From an optimization exercise on the open Yosys and OpenROAD flow, aimed at small area; shortcuts taken in it are not production practice. Function was checked by simulation only, so behaviour that the tests miss may differ from the original. No activity file was given, so power comes from the tool's default toggle rates.

[design/flow/constraint.sdc]
create_clock -name core_clock -period 10.0 [get_ports {clk}]
set_input_delay 2.0000 -clock core_clock [delete_from_list [all_inputs] [get_ports {clk}]]
set_output_delay 2.0000 -clock core_clock [all_outputs]
set_load 0.01 [all_outputs]
[design/flow/design.v]
module v68k_fifo (
    input  wire       clk,
    input  wire       rst,
    input  wire       enq,
    input  wire [7:0] enq_byte,
    input  wire       deq_hi,
    input  wire       deq_lo,
    output wire [7:0] hbyte,
    output wire [7:0] lbyte,
    output wire       rdf
);
    reg [7:0] storage [0:255];
    reg [7:0] wr;
    reg [7:0] wg;
    reg [7:0] wg_s1, wg_s2;
    reg [7:0] rd;
    wire [7:0] wr_next = wr + 8'd1;
    always @(posedge clk) begin
        if (enq)
            storage[wr] <= enq_byte;
    end
    always @(posedge clk) begin
        if (rst) begin
            wr    <= 8'd0;
            wg    <= 8'd0;
            wg_s1 <= 8'd0;
            wg_s2 <= 8'd0;
            rd    <= 8'd0;
        end else begin
            if (enq) begin
                wr <= wr_next;
                wg <= wr_next ^ (wr_next >> 1);
            end
            wg_s1 <= wg;
            wg_s2 <= wg_s1;
            rd <= rd + {7'd0, deq_hi} + {7'd0, deq_lo};
        end
    end
    reg [7:0] ws;
    integer i;
    always @(*) begin
        ws[7] = wg_s2[7];
        for (i = 6; i >= 0; i = i - 1)
            ws[i] = ws[i+1] ^ wg_s2[i];
    end
    assign rdf = (ws != rd);
    wire [7:0] lo_idx = deq_hi ? rd + 8'd1 : rd;
    assign hbyte = storage[rd];
    assign lbyte = storage[lo_idx];
endmodule
module v68k_periph (
    input  wire        clk,
    input  wire        rst,
    input  wire        variant,       
    input  wire        e_req,
    output wire        e_gnt,
    input  wire        bus_req,
    input  wire        bus_we,
    input  wire [23:0] bus_addr,
    input  wire        bus_hi,
    input  wire        bus_lo,
    input  wire [15:0] bus_wdata,
    input  wire [23:0] bus_pc,
    output wire        bus_rvalid,
    output wire [15:0] bus_rdata,
    output wire        mem_req,
    output wire        mem_we,
    output wire        mem_ram,
    output wire [17:0] mem_addr,
    output wire [1:0]  mem_be,
    output wire [15:0] mem_wdata,
    input  wire [15:0] mem_rdata,
    input  wire        tick,
    output wire        irq_strobe,
    output wire [2:0]  irq_level,
    input  wire        in_valid,
    input  wire [7:0]  in_byte,
    output wire [1:0]  out_valid,
    output wire [15:0] out_data,
    output wire        diag_valid,
    output wire [1:0]  diag_kind,
    output wire [23:0] diag_pc,
    output wire [23:0] diag_addr,
    output wire        halt
);
    localparam [7:0] ESC_BYTE = 8'h1B;
    localparam [1:0] KIND_ROM_WRITE     = 2'd1;
    localparam [1:0] KIND_INVALID_READ  = 2'd2;
    localparam [1:0] KIND_INVALID_WRITE = 2'd3;
    localparam [1:0] OWN_FREE = 2'd0;
    localparam [1:0] OWN_E    = 2'd1;
    localparam [1:0] OWN_T    = 2'd2;
    reg variant_q;
    reg halted;
    reg esc_prev;
    reg running;           
    always @(posedge clk) begin
        if (rst)
            variant_q <= variant;
    end
    wire live = !halted;
    wire txn  = bus_req && live;
    wire [19:0] a = bus_addr[19:0];
    wire is_ram = a[19];
    wire is_io  = !a[19] && (a[18:15] == 4'b1111);
    wire is_rom = !is_ram && !is_io;
    wire io_sin  = is_io && (a[14:13] == 2'b00);
    wire io_sout = is_io && (a[14:13] == 2'b01);
    wire io_stat = is_io && (a[14:13] == 2'b10);
    wire io_led  = is_io && (a[14:13] == 2'b11);
    wire rd_txn = txn && !bus_we;
    wire wr_txn = txn &&  bus_we;
    wire in_fire  = in_valid && live;
    wire in_esc   = (in_byte == ESC_BYTE);
    wire term     = in_fire && in_esc && esc_prev;
    wire enq      = in_fire && !term;
    wire deq_hi = rd_txn && io_sin && bus_hi;
    wire deq_lo = rd_txn && io_sin && bus_lo;
    wire [7:0] fifo_hbyte, fifo_lbyte;
    wire       rdf;
    v68k_fifo u_fifo (
        .clk      (clk),
        .rst      (rst),
        .enq      (enq),
        .enq_byte (in_byte),
        .deq_hi   (deq_hi),
        .deq_lo   (deq_lo),
        .hbyte    (fifo_hbyte),
        .lbyte    (fifo_lbyte),
        .rdf      (rdf)
    );
    always @(posedge clk) begin
        if (rst) begin
            halted   <= 1'b0;
            esc_prev <= 1'b0;
        end else if (term) begin
            halted   <= 1'b1;
            esc_prev <= 1'b0;
        end else if (enq) begin
            esc_prev <= in_esc;
        end
    end
    reg [7:0] stat_byte;
    always @(*) begin
        if (!variant_q)
            stat_byte = {6'd0, 1'b1, rdf};
        else if (!a[12])
            stat_byte = {7'd0, rdf};
        else
            stat_byte = 8'h01;
    end
    reg [15:0] io_rdata;
    always @(*) begin
        io_rdata = 16'h0000;
        if (io_sin)
            io_rdata = {bus_hi ? fifo_hbyte : 8'h00, bus_lo ? fifo_lbyte : 8'h00};
        else if (io_stat)
            io_rdata = {bus_hi ? stat_byte : 8'h00, bus_lo ? stat_byte : 8'h00};
    end
    assign mem_req   = txn && (is_ram || (is_rom && !bus_we)) && (bus_hi || bus_lo);
    assign mem_we    = bus_we;
    assign mem_ram   = is_ram;
    assign mem_addr  = a[18:1];
    assign mem_be    = {bus_hi, bus_lo};
    assign mem_wdata = bus_wdata;
    reg        rvalid_q;
    reg        rmem_q;
    reg        rhi_q, rlo_q;
    reg [15:0] io_rdata_q;
    reg [1:0]  out_valid_q;
    reg [15:0] out_data_q;
    reg        diag_valid_q;
    reg [1:0]  diag_kind_q;
    reg [23:0] diag_pc_q;
    reg [23:0] diag_addr_q;
    reg       bad;
    reg [1:0] bad_kind;
    always @(*) begin
        bad      = 1'b0;
        bad_kind = KIND_INVALID_READ;
        if (bus_we) begin
            if (is_rom) begin
                bad      = 1'b1;
                bad_kind = KIND_ROM_WRITE;
            end else if (io_sin || io_stat) begin
                bad      = 1'b1;
                bad_kind = KIND_INVALID_WRITE;
            end
        end else begin
            if (io_sout || io_led) begin
                bad      = 1'b1;
                bad_kind = KIND_INVALID_READ;
            end
        end
    end
    always @(posedge clk) begin
        if (rst) begin
            rvalid_q     <= 1'b0;
            out_valid_q  <= 2'b00;
            diag_valid_q <= 1'b0;
        end else begin
            rvalid_q     <= rd_txn;
            out_valid_q  <= {wr_txn && io_sout && bus_hi, wr_txn && io_sout && bus_lo};
            diag_valid_q <= txn && bad;
        end
        rmem_q      <= is_ram || is_rom;
        rhi_q       <= bus_hi;
        rlo_q       <= bus_lo;
        io_rdata_q  <= io_rdata;
        out_data_q  <= bus_wdata;
        diag_kind_q <= bad_kind;
        diag_pc_q   <= bus_pc;
        diag_addr_q <= bus_addr;
    end
    assign bus_rvalid = rvalid_q;
    assign bus_rdata  = rmem_q ? {rhi_q ? mem_rdata[15:8] : 8'h00,
                                  rlo_q ? mem_rdata[7:0]  : 8'h00}
                               : io_rdata_q;
    assign out_valid  = out_valid_q;
    assign out_data   = out_data_q;
    assign diag_valid = diag_valid_q;
    assign diag_kind  = diag_kind_q;
    assign diag_pc    = diag_pc_q;
    assign diag_addr  = diag_addr_q;
    reg [1:0] owner;
    reg       tick_pend;
    reg       irq_q;
    reg [2:0] irq_level_q;
    reg       t_more;          
    wire grant_t = (owner == OWN_FREE) && tick_pend;
    always @(posedge clk) begin
        if (rst) begin
            running     <= 1'b0;
            owner       <= OWN_FREE;
            tick_pend   <= 1'b0;
            irq_q       <= 1'b0;
            irq_level_q <= 3'd0;
            t_more      <= 1'b0;
        end else if (halted || term) begin
            owner     <= OWN_FREE;
            tick_pend <= 1'b0;
            irq_q     <= 1'b0;
            t_more    <= 1'b0;
        end else begin
            irq_q     <= 1'b0;
            tick_pend <= (tick_pend && !grant_t) || (tick && running);
            case (owner)
                OWN_FREE: begin
                    if (tick_pend) begin
                        owner       <= OWN_T;
                        irq_q       <= 1'b1;
                        irq_level_q <= rdf ? 3'd2 : 3'd5;
                        t_more      <= rdf;
                    end else if (e_req) begin
                        owner <= OWN_E;
                    end
                end
                OWN_E: begin
                    if (!e_req) begin
                        owner   <= OWN_FREE;
                        running <= 1'b1;
                    end
                end
                default: begin
                    if (t_more) begin
                        irq_q       <= 1'b1;
                        irq_level_q <= 3'd5;
                        t_more      <= 1'b0;
                    end else begin
                        owner <= OWN_FREE;
                    end
                end
            endcase
        end
    end
    assign e_gnt      = (owner == OWN_E);
    assign irq_strobe = irq_q;
    assign irq_level  = irq_level_q;
    assign halt       = halted;
endmodule
[design/flow/config.mk]
export PLATFORM = sky130hd
export DESIGN_NAME = v68k_periph
export DESIGN_NICKNAME = v68k_periph
export VERILOG_FILES = /design/flow/design.v
export SDC_FILE = /design/flow/constraint.sdc
export NUM_CORES = 4
export LEC_CHECK = 0
export CAP_MARGIN = 20
export CORE_MARGIN = 2
export CORE_UTILIZATION = 40
export SLEW_MARGIN = 20
[design/flow/run.sh]
#!/bin/bash
# synth_recipe.tcl (not shown) runs the flow's synth.tcl, then flattens the netlist and writes it again
# the make line also repeats each setting of config.mk as NAME=value (left out here)
make -C /OpenROAD-flow-scripts/flow DESIGN_CONFIG=/design/flow/config.mk WORK_HOME=/design/flow/orfs CLKGATE_MAP_FILE= SYNTH_SCRIPT=/design/flow/synth_recipe.tcl finish
==> impl_metrics.py, run 1 <==
metrics = {
    "outcome": {
        "status": "finished clean",
    },
    "setup_path": {
        "r2r_start": "u_fifo.rd[0]",
        "r2r_end": "io_rdata_q[3]",
        "cp-end-kind": "flop",
        "critPathRequiredTime_ns": 10.78,
        "critPathLaunchType": "primary input",
        "arrival_ns": 8.35,
        "ff2ff_setup_slack_ns": 3.27,
        "path_class": "primary input to flop",
        "r2r_cells": 14,
        "path_max_fanout": 45,
    },
    "drt": {
        "drtPass1Iterations": 9,
        "avgViaCountPerCell": 6.64,
        "initialDrtViolationCount": 12800,
        "drt_wl_total_mm": 396,
        "wl_per_cell_um": 35.6,
        "num_vias": 73900,
        "drtAntennaViolNets": 0,
        "post-route-drc-count": 0,
    },
    "synthesis": {
        "syn_inst": 7450,
        "avgSynthCellArea_um2": 13.9,
        "synth_edf_count": 2049,
        "ys_seq_area_share_pct": 62.1,
        "synthesis.area_mm2": 0.104,
        "yosysWarnings": 2,
        "synth_cell_type_count": 83,
        "async_flop_share_pct": 0,
        "yosys_most_used_dff": "edfxtp_1",
        "synth_seq_cells": 2187,
        "synth.net_count": 7555,
    },
    "layout": {
        "fillerInstances": 22400,
        "area_growth_pct": 13.5,
        "fin_util_pct": 45.7,
        "drive_gt1_share_pct": 17.6,
        "finalInstanceArea_mm2": 0.118,
        "nNetsFinal": 7642,
    },
    "die": {
        "dieArea_mm2": 0.263,
        "die_w_um": 513,
        "initial_core_util_pct": 40.3,
        "num_rows": 186,
        "die_h_um": 513,
        "pin_count": 229,
        "design.core.area_mm2": 0.257,
    },
    "global_routing": {
        "grt_pass1_wl_mm": 548,
        "grt_use_total_pct": 29.4,
        "antenna_found_initial": 24,
        "grt_pass1_vias": 70200,
        "grt.overflow.total": 0,
        "grt_max_degree": 168,
    },
    "timing": {
        "rsz0062_at_grt": "false",
        "fin_tns_setup_ns": 0,
        "setup_viol": 0,
        "period_share_pct": 75.6,
        "tightest_slew_ns": 1.31,
        "final_hold_viol_count": 0,
        "slew_headroom_pct": 12.7,
        "period_needed_ns": 7.56,
        "finalClockSkew_ns": 0.0588,
        "fmax_mhz": 132,
        "maxSlewViolCount": 0,
    },
    "run": {
        "maxCapViolCount": 0,
    },
    "placed_design": {
        "finalWeightedCongestion": 0.955,
        "port_buffers": 228,
        "hpwl_mm": 256,
        "placed_area_mm2": 0.110,
    },
    "power_and_ir_drop": {
        "total_leakage_power_nw": 35.7,
        "ir_drop_mv": 0.164,
        "report.power.total_w": 0.0191,
        "p_per_area_mw_per_mm2": 163,
    },
    "clock_network": {
        "cts_resized": 0,
        "clk_latency_ns": 0.93,
        "cts_setup_buffers": 0,
        "clk_path_buf_depth": 3,
        "cts-htree-levels": 4,
        "cts_made_buffers": 228,
        "postCtsHoldBufs": 0,
        "cts_tree": "built",
        "clock-root-buffer": "clkbuf_16",
        "clock_sinks": 2187,
        "clk_pin_slew_ns": 0.06,
    },
    "worst_hold_path": {
        "holdCritPathClass": "flop to flop",
        "worstHoldStart": "u_fifo.wg_s1[0]",
        "hold_path_end": "u_fifo.wg_s2[0]",
        "whs_path_depth": 1,
    },
}
[worst max-delay path by stage]
stage,start,to,slack (ns),cells past startpoint
after floorplan,bus_addr[13],io_rdata_q[1],4.62,14
after global placement,bus_addr[14],io_rdata_q[7],0.95,14
after detailed placement,bus_addr[14],io_rdata_q[3],1.84,14
after CTS,bus_addr[14],io_rdata_q[3],2.79,14
after global routing,bus_addr[14],io_rdata_q[3],2.54,14
final,bus_addr[14],io_rdata_q[3],2.44,14
[cell families (layout without fill, tap and decap cells)]
kind of cell               count (synthesis)  after routing  synth area share (%)
DFF                                     2187           2187                  62.1
and+or+nand+nor                         2427           2427                  10.1
other                                      0             12                     0
muxes                                   1102           1102                  17.9
buffers and inverters                    649            936                  2.90
AOI/OAI and AO/OA                       1043           1043                  6.65
xor gates and xnor gates                  35             35                 0.296
adders and majority gates                  7              7                0.0845
[placed cells by master, fill, tap and decap left out, types with 29 or more instances in the layout]
| cell type | count |
|---|---|
| mux2_2 | 34 |
| nand2_1 | 1321 |
| nand3_1 | 395 |
| and3_1 | 58 |
| a21oi_1 | 252 |
| mux4_2 | 596 |
| a32oi_1 | 72 |
| o21ai_0 | 155 |
| nor2_1 | 326 |
| nand4_1 | 55 |
| clkbuf_16 | 230 |
| clkinv_1 | 47 |
| o22ai_1 | 97 |
| dfxtp_1 | 131 |
| buf_4 | 221 |
| nor3_1 | 53 |
| mux2i_1 | 472 |
| o221ai_1 | 48 |
| edfxtp_1 | 2049 |
| clkinv_2 | 48 |
| a31oi_1 | 115 |
| a311oi_1 | 40 |
| nor2b_1 | 35 |
| clkdlybuf4s50_1 | 219 |
| a211oi_1 | 106 |
| a22oi_1 | 29 |
| nor2_2 | 35 |
[registers in the layout, indices dropped and copies added (netlist names), 2 cells and up]
register,flops
out_valid_q,2
u_fifo.rd,8
diag_addr_q,24
u_fifo.wg_s2,8
u_fifo.wg,8
out_data_q,16
owner,2
diag_kind_q,2
u_fifo.wg_s1,8
u_fifo.wr,7
diag_pc_q,24
irq_level_q,2
io_rdata_q,16
u_fifo.storage,2048
[report_power, final]
group          internal [W]  leakage (nW)  switching, W
logic              0.000122          12.5      0.000273
registers            0.0100          19.6     0.0000117
clock network       0.00486          3.66       0.00383
total                0.0150          35.7       0.00412
[cells in the mapped netlist (72+ instances only)]
cell | n | area (µm²)
nand2_1 | 1323 | 4970
mux4_2 | 596 | 13400
dfxtp_1 | 138 | 2760
buf_1 | 74 | 278
a31oi_1 | 116 | 726
nor2_1 | 368 | 1380
o21ai_0 | 158 | 791
a211oi_1 | 106 | 796
clkbuf_1 | 242 | 908
mux2i_1 | 472 | 4720
buf_2 | 235 | 1180
nand3_1 | 412 | 2060
o22ai_1 | 97 | 607
edfxtp_1 | 2049 | 61500
a21oi_1 | 253 | 1270
a32oi_1 | 72 | 631
[worst max-delay path, stage by stage]
cell and delay, ns:
clkdlybuf4s50_1 0.72, or4b_4 0.69, or4_1 0.49, buf_4 0.29
and2_4 0.44, buf_4 0.35, nor2_4 0.39, buf_4 0.54
nand3_1 0.15, nand3_1 0.14, o21ai_0 0.34, a311oi_2 0.85
a31oi_1 0.32, or4b_1 0.56
[layout make-up]
cell class	count	area [µm²]	area share (%)
Multi-Input combinational cell	4614	36700	31.3
Sequential cell	2187	64300	54.7
Inverter	28	105	0.0894
Timing Repair Buffer	478	4520	3.84
Clock buffer	267	6000	5.11
Antenna cell	12	30.0	0.0255
Tap cell	3384	4230	3.60
Clock inverter	163	1600	1.36
[per-stage QoR]
| step | setup WS, ns | hold WS [ns] | std cells |
|---|---|---|---|
| finish | 2.44 | 0.435 | 11100 |
| global route | 2.54 | 0.462 | 11100 |
| CTS | 2.79 | 0.438 | 11100 |
| detailed placement | 1.84 | 0.424 | 10700 |
| global placement | 0.950 | 0.418 | 10700 |
| floorplan | 4.62 | 0.414 | 7450 |
[metal layers]
metal | track usage, % | share of wire [%]
met3 | 9.09 | 14
met1 | 38.2 | 36
met5 | 0 | 0.010
met2 | 43.3 | 43
met4 | 17.3 | 6.8
==> inputs of run 2 (changes only) <==
--- a/design/flow/design.v
+++ b/design/flow/design.v
@@ -1,51 +1,70 @@
-module v68k_fifo (
-    input  wire       clk,
-    input  wire       rst,
-    input  wire       enq,
-    input  wire [7:0] enq_byte,
-    input  wire       deq_hi,
-    input  wire       deq_lo,
-    output wire [7:0] hbyte,
-    output wire [7:0] lbyte,
-    output wire       rdf
+module v68k_rbank (
+    input  wire [1023:0] d,      
+    input  wire [127:0]  s,      
+    output wire [7:0]    y
 );
-    reg [7:0] storage [0:255];
-    reg [7:0] wr;
-    reg [7:0] wg;
-    reg [7:0] wg_s1, wg_s2;
-    reg [7:0] rd;
-    wire [7:0] wr_next = wr + 8'd1;
-    always @(posedge clk) begin
-        if (enq)
-            storage[wr] <= enq_byte;
-    end
-    always @(posedge clk) begin
-        if (rst) begin
-            wr    <= 8'd0;
-            wg    <= 8'd0;
-            wg_s1 <= 8'd0;
-            wg_s2 <= 8'd0;
-            rd    <= 8'd0;
-        end else begin
-            if (enq) begin
-                wr <= wr_next;
-                wg <= wr_next ^ (wr_next >> 1);
+    genvar b, g;
+    generate
+        for (b = 0; b < 8; b = b + 1) begin : g_bit
+            wire [42:0] l1;
+            wire [10:0] l2;
+            wire [2:0]  l3;
+            for (g = 0; g < 42; g = g + 1) begin : g_l1
+                v68k_aoi222 u (
+                    .a1(s[3*g]),   .a2(d[(3*g)*8+b]),
+                    .b1(s[3*g+1]), .b2(d[(3*g+1)*8+b]),
+                    .c1(s[3*g+2]), .c2(d[(3*g+2)*8+b]),
+                    .y(l1[g]));
             end
-            wg_s1 <= wg;
-            wg_s2 <= wg_s1;
-            rd <= rd + {7'd0, deq_hi} + {7'd0, deq_lo};
+            v68k_aoi22 u_l1x (
+                .a1(s[126]), .a2(d[126*8+b]),
+                .b1(s[127]), .b2(d[127*8+b]),
+                .y(l1[42]));
+            for (g = 0; g < 10; g = g + 1) begin : g_l2
+                v68k_nand4 u (.a(l1[4*g]), .b(l1[4*g+1]), .c(l1[4*g+2]), .d(l1[4*g+3]), .y(l2[g]));
+            end
+            v68k_nand3 u_l2x (.a(l1[40]), .b(l1[41]), .c(l1[42]), .y(l2[10]));
+            v68k_nor4 u_l3a (.a(l2[0]), .b(l2[1]), .c(l2[2]), .d(l2[3]), .y(l3[0]));
+            v68k_nor4 u_l3b (.a(l2[4]), .b(l2[5]), .c(l2[6]), .d(l2[7]), .y(l3[1]));
+            v68k_nor3 u_l3c (.a(l2[8]), .b(l2[9]), .c(l2[10]), .y(l3[2]));
+            v68k_nand3 u_l4 (.a(l3[0]), .b(l3[1]), .c(l3[2]), .y(y[b]));
         end
-    end
-    reg [7:0] ws;
-    integer i;
-    always @(*) begin
-        ws[7] = wg_s2[7];
-        for (i = 6; i >= 0; i = i - 1)
-            ws[i] = ws[i+1] ^ wg_s2[i];
-    end
-    assign rdf = (ws != rd);
-    wire [7:0] lo_idx = deq_hi ? rd + 8'd1 : rd;
-    assign hbyte = storage[rd];
-    assign lbyte = storage[lo_idx];
+    endgenerate
+endmodule
+module v68k_aoi222 (
+    input  wire a1, a2, b1, b2, c1, c2,
+    output wire y
+);
+    assign y = ~((a1 & a2) | (b1 & b2) | (c1 & c2));
+endmodule
+module v68k_aoi22 (
+    input  wire a1, a2, b1, b2,
+    output wire y
+);
+    assign y = ~((a1 & a2) | (b1 & b2));
+endmodule
+module v68k_nand4 (
+    input  wire a, b, c, d,
+    output wire y
+);
+    assign y = ~(a & b & c & d);
+endmodule
+module v68k_nand3 (
+    input  wire a, b, c,
+    output wire y
+);
+    assign y = ~(a & b & c);
+endmodule
+module v68k_nor4 (
+    input  wire a, b, c, d,
+    output wire y
+);
+    assign y = ~(a | b | c | d);
+endmodule
+module v68k_nor3 (
+    input  wire a, b, c,
+    output wire y
+);
+    assign y = ~(a | b | c);
 endmodule
 module v68k_periph (
@@ -117,17 +136,50 @@
     wire deq_hi = rd_txn && io_sin && bus_hi;
     wire deq_lo = rd_txn && io_sin && bus_lo;
-    wire [7:0] fifo_hbyte, fifo_lbyte;
-    wire       rdf;
-    v68k_fifo u_fifo (
-        .clk      (clk),
-        .rst      (rst),
-        .enq      (enq),
-        .enq_byte (in_byte),
-        .deq_hi   (deq_hi),
-        .deq_lo   (deq_lo),
-        .hbyte    (fifo_hbyte),
-        .lbyte    (fifo_lbyte),
-        .rdf      (rdf)
-    );
+    reg [7:0] wr;
+    reg [7:0] rd;
+    reg       e1, e2;      
+    always @(posedge clk) begin
+        if (rst) begin
+            wr <= 8'd0;
+            rd <= 8'd0;
+            e1 <= 1'b0;
+            e2 <= 1'b0;
+        end else begin
+            if (enq)
+                wr <= wr + 8'd1;
+            e1 <= enq;
+            e2 <= e1;
+            rd <= rd + {7'd0, deq_hi} + {7'd0, deq_lo};
+        end
+    end
+    wire [7:0] ws = wr - {7'd0, e1} - {7'd0, e2};
+    wire       rdf = (ws != rd);
+    wire [15:0] wlo = enq ? (16'd1 << wr[3:0]) : 16'd0;
+    wire [15:0] whi = 16'd1 << wr[7:4];
+    wire [6:0]   ro = rd[7:1];
+    wire [6:0]   re = rd[7:1] + {6'd0, rd[0]};
+    wire [127:0] so = 128'd1 << ro;
+    wire [127:0] se = 128'd1 << re;
+    wire [1023:0] ed, od;
+    genvar i;
+    generate
+        for (i = 0; i < 256; i = i + 1) begin : g_slot
+            reg [7:0] q;
+            always @(posedge clk) begin
+                if (whi[i >> 4] && wlo[i & 15])
+                    q <= in_byte;
+            end
+            if (i & 1) begin : g_odd
+                assign od[(i >> 1)*8 +: 8] = q;
+            end else begin : g_even
+                assign ed[(i >> 1)*8 +: 8] = q;
+            end
+        end
+    endgenerate
+    wire [7:0] e_out, o_out;
+    v68k_rbank u_even (.d(ed), .s(se), .y(e_out));
+    v68k_rbank u_odd  (.d(od), .s(so), .y(o_out));
+    wire [7:0] fifo_hbyte = rd[0] ? o_out : e_out;
+    wire [7:0] fifo_lbyte = (rd[0] ^ deq_hi) ? o_out : e_out;
     always @(posedge clk) begin
         if (rst) begin
--- a/design/flow/config.mk
+++ b/design/flow/config.mk
@@ -8,4 +8,6 @@
 export CAP_MARGIN = 20
 export CORE_MARGIN = 2
-export CORE_UTILIZATION = 40
+export CORE_UTILIZATION = 55
+export CTS_BUF_LIST = sky130_fd_sc_hd__clkbuf_8
 export SLEW_MARGIN = 20
+export SYNTH_HIERARCHICAL = 1
==> run 2 against run 1 <==
Against the previous run:
- wire length shrank 46%
- hold slack better by 0.022 ns
- combinational power fell by 6.1%
- synthesized cell count down 45%
- cell count shrank 39%
- design area shrank 25%
- power down 10%
- flip-flop and latch count down 21
==> impl_metrics.py, run 2 <==
metrics = {
    "synthesis": {
        "async_flop_share_pct": 0,
        "ys_seq_area_share_pct": 82.5,
        "synth_top_area_share_pct": 79.4,
        "post-synth-top-count-cell": "edfxtp_1",
        "synth_edf_count": 2049,
        "yosysWarnings": 7,
        "synth_largest_area_cell": "edfxtp_1",
        "synthesis.area_mm2": 0.0775,
        "syn_inst": 4131,
        "ys_top_cells_by_count": "edfxtp_1, a222oi_1, nor2_1",
        "synth_cell_type_count": 60,
        "synth_seq_cells": 2166,
        "avgSynthCellArea_um2": 18.8,
        "yosys-top-cells-area": "edfxtp_1, a222oi_1, dfxtp_1",
        "yosys_most_used_dff": "edfxtp_1",
        "synth.net_count": 4243,
    },
    "timing": {
        "final_hold_viol_count": 0,
        "maxSlewViolCount": 0,
        "whs_ns": 0.456,
        "rsz0062_at_grt": "false",
        "finalClockSkew_ns": 0.0539,
        "slew_headroom_pct": 13.0,
        "setup_viol": 0,
        "fmax_mhz": 172,
        "period_needed_ns": 5.82,
        "tightest_slew_ns": 1.29,
        "fin_tns_setup_ns": 0,
        "period_share_pct": 58.2,
    },
    "power_and_ir_drop": {
        "total_leakage_power_nw": 27.5,
        "report.power.total_w": 0.0172,
        "pwr-share-comb_pct": 2.2,
        "p_per_area_mw_per_mm2": 195,
        "ir_drop_mv": 0.131,
        "pwr-share-clk_pct": 39.9,
        "intPower_w": 0.0136,
        "p_sw_w": 0.00356,
        "p_sw_share_pct": 20.7,
        "seqPwrFrac_pct": 57.9,
    },
    "worst_hold_path": {
        "holdCritPathClass": "flop to flop",
    },
    "layout": {
        "regMostFlops": "g_slot.q",
        "final_common_cell": "edfxtp_1",
        "fin_util_pct": 63.1,
        "area_growth_pct": 13.9,
        "nNetsFinal": 4767,
        "final_cell_mix": "edfxtp_1, a222oi_1, nor2_1, clkbuf_8, clkdlybuf4s50_1",
        "largest_reg_flops": 2048,
        "finalInstanceArea_mm2": 0.0882,
        "drive_gt1_share_pct": 11.4,
        "reg_top3": "g_slot.q: 2048 flops, diag_addr_q: 24 flops, diag_pc_q: 24 flops",
    },
    "clock_network": {
        "postCtsHoldBufs": 0,
        "cts_tree": "built",
        "clk_latency_ns": 1.01,
        "clock_sinks": 2166,
        "clk_path_buf_depth": 4,
        "cts_resized": 0,
        "cts-htree-levels": 5,
        "clock-root-buffer": "clkbuf_8",
        "clk_pin_slew_ns": 0.06,
        "cts_setup_buffers": 0,
        "cts_made_buffers": 349,
    },
    "drt": {
        "post-route-drc-count": 0,
        "avgViaCountPerCell": 6.70,
        "initialDrtViolationCount": 7310,
        "wl_per_cell_um": 31.6,
        "drtAntennaViolNets": 0,
        "drt_wl_total_mm": 214,
        "drtPass1Iterations": 13,
        "num_vias": 45300,
    },
    "die": {
        "initial_core_util_pct": 55.4,
        "pin_count": 229,
        "die_h_um": 379,
        "num_rows": 137,
        "design.core.area_mm2": 0.140,
        "die_w_um": 379,
        "dieArea_mm2": 0.144,
    },
    "global_routing": {
        "antenna_found_initial": 4,
        "grt.overflow.total": 0,
        "grt_use_total_pct": 29.4,
        "grt_max_degree": 170,
        "grt_pass1_wl_mm": 303,
        "grt_pass1_vias": 43700,
    },
    "setup_path": {
        "critPathRequiredTime_ns": 8.00,
        "cp-end-kind": "output pin",
        "path_class": "primary input to output pin",
        "ff2ff_setup_slack_ns": 4.79,
        "critPathLaunchType": "primary input",
        "path_max_fanout": 6,
        "arrival_ns": 3.82,
    },
    "placed_design": {
        "port_buffers": 228,
        "placed_area_mm2": 0.0821,
        "finalWeightedCongestion": 0.848,
        "hpwl_mm": 131,
    },
    "outcome": {
        "status": "finished clean",
    },
    "run": {
        "maxCapViolCount": 0,
    },
}
## run 2: cell types whose count changed after synthesis, sizes merged, moves of 196 or more
| cell | delta |
|---|---|
| nand3 | -340 |
| mux4 | -596 |
| a222oi | +672 |
| nor2 | +196 |
| buf | -314 |
| mux2i | -454 |
| a21oi | -243 |
| nand2 | -1245 |
## run 2: final cells by class
type,instances,area [µm²]
clock buffer,367,5050
timing repair buffer,296,2890
antenna,1,2.50
fill,9997,51500
clock inverter,220,1090
multi-input combinational,1817,12900
tap,1876,2350
inverter,25,93.8
sequential,2166,63900
## run 2: worst max-delay path, cell delays in order
cell and delay (ns):
clkdlybuf4s50_1 0.46, nand2b_1 0.32, nor4_1 0.41, clkdlybuf4s50_1 0.61
## run 2: power groups by stage
stage	combinational, W	clock (W)	sequential (W)
after floorplan	0.0000731	0	0.0101
after global placement	0.000367	0	0.0101
after detailed placement	0.000374	0	0.0101
after CTS	0.000374	0.00695	0.00995
after global routing	0.000394	0.00732	0.00995
final	0.000372	0.00686	0.00995
## run 2: stage by stage
| step | instances | setup WS [ns] |
|---|---|---|
| 2_1_floorplan | 4131 | 5.38 |
| 3_3_place_gp | 6179 | 4.17 |
| 3_5_place_dp | 6180 | 4.19 |
| 4_1_cts | 6767 | 4.17 |
| 5_1_grt | 6768 | 4.17 |
| 6_report | 6768 | 4.18 |
## run 2: cell families (layout without fill, tap and decap cells)
kind of cell / Yosys count / after routing / share of synthesized area (%)
multiplexers: 19 / 19 / 0.247
other: 0 / 1 / 0
buffers and inverters: 148 / 908 / 0.948
AND/OR/NAND/NOR: 1012 / 1012 / 6.38
flip-flops: 2166 / 2166 / 82.5
adder cells (fa/ha/maj): 14 / 14 / 0.246
XOR/XNOR: 26 / 26 / 0.328
AO/OA/AOI/OAI: 746 / 746 / 9.40
## run 2: path summary, 6_finish.rpt
| path | start | end | cells past startpoint |
|---|---|---|---|
| min | irq_level_q[1] | irq_level_q[1] | 2 |
| max reg2reg | rd[1] | io_rdata_q[0] | 12 |
| max | bus_req | mem_req | 4 |
| min reg2reg | irq_level_q[1] | irq_level_q[1] | 2 |
## run 2: modules after synthesis, one instance, submodules excluded, a selection
module       cell area (µm²)  flops+latches  times used
v68k_nor4               12.5              0          32
v68k_aoi22              12.5              0          16
v68k_periph            68800           2166           1
v68k_aoi222             10.0              0         672
v68k_nand3              5.00              0          32
v68k_nor3               10.0              0          16
## run 2: metal layers
metal	track usage (%)	vias to the layer above	share of wire [%]
li1	-	19100	-
met1	43.3	23300	41
met2	44.6	2594	46
met3	6.37	335	11
met4	8.50	0	2.4
met5	0	-	0

[static timing again, ports no longer ideal]
The flow's constraints put no driver on any port. The routed layouts listed below were extracted and timed again, unchanged, in two steps. Step 1 sets driving cells, clkbuf_16 on the clock port and buf_2 on the other inputs (assumed; they add their load-dependent delay and slew). Step 2 times the ports against the registers' clock, not the clock port: input delays grow and output delays shrink by t, the midpoint of the rising clock arrivals with the driver on. a / b / c = ideal ports / drivers / drivers and shift; a / b = the first two.
run | shift t [ns] | slack for setup (ns) | clock arrival spread, ns | worst data-port slew with drivers (ns)
run 1 | 1.014 | 2.438 / 2.522 / 1.507 | 0.065 / 0.065 | 0.10
run 2 | 1.047 | 4.183 / 4.157 / 4.157 | 0.060 / 0.060 | 0.05
After both steps setup and hold are still met in every run listed. The setup slack of run 1, which loses most, moves by +0.084 ns with the drivers and by -0.931 ns with both steps.
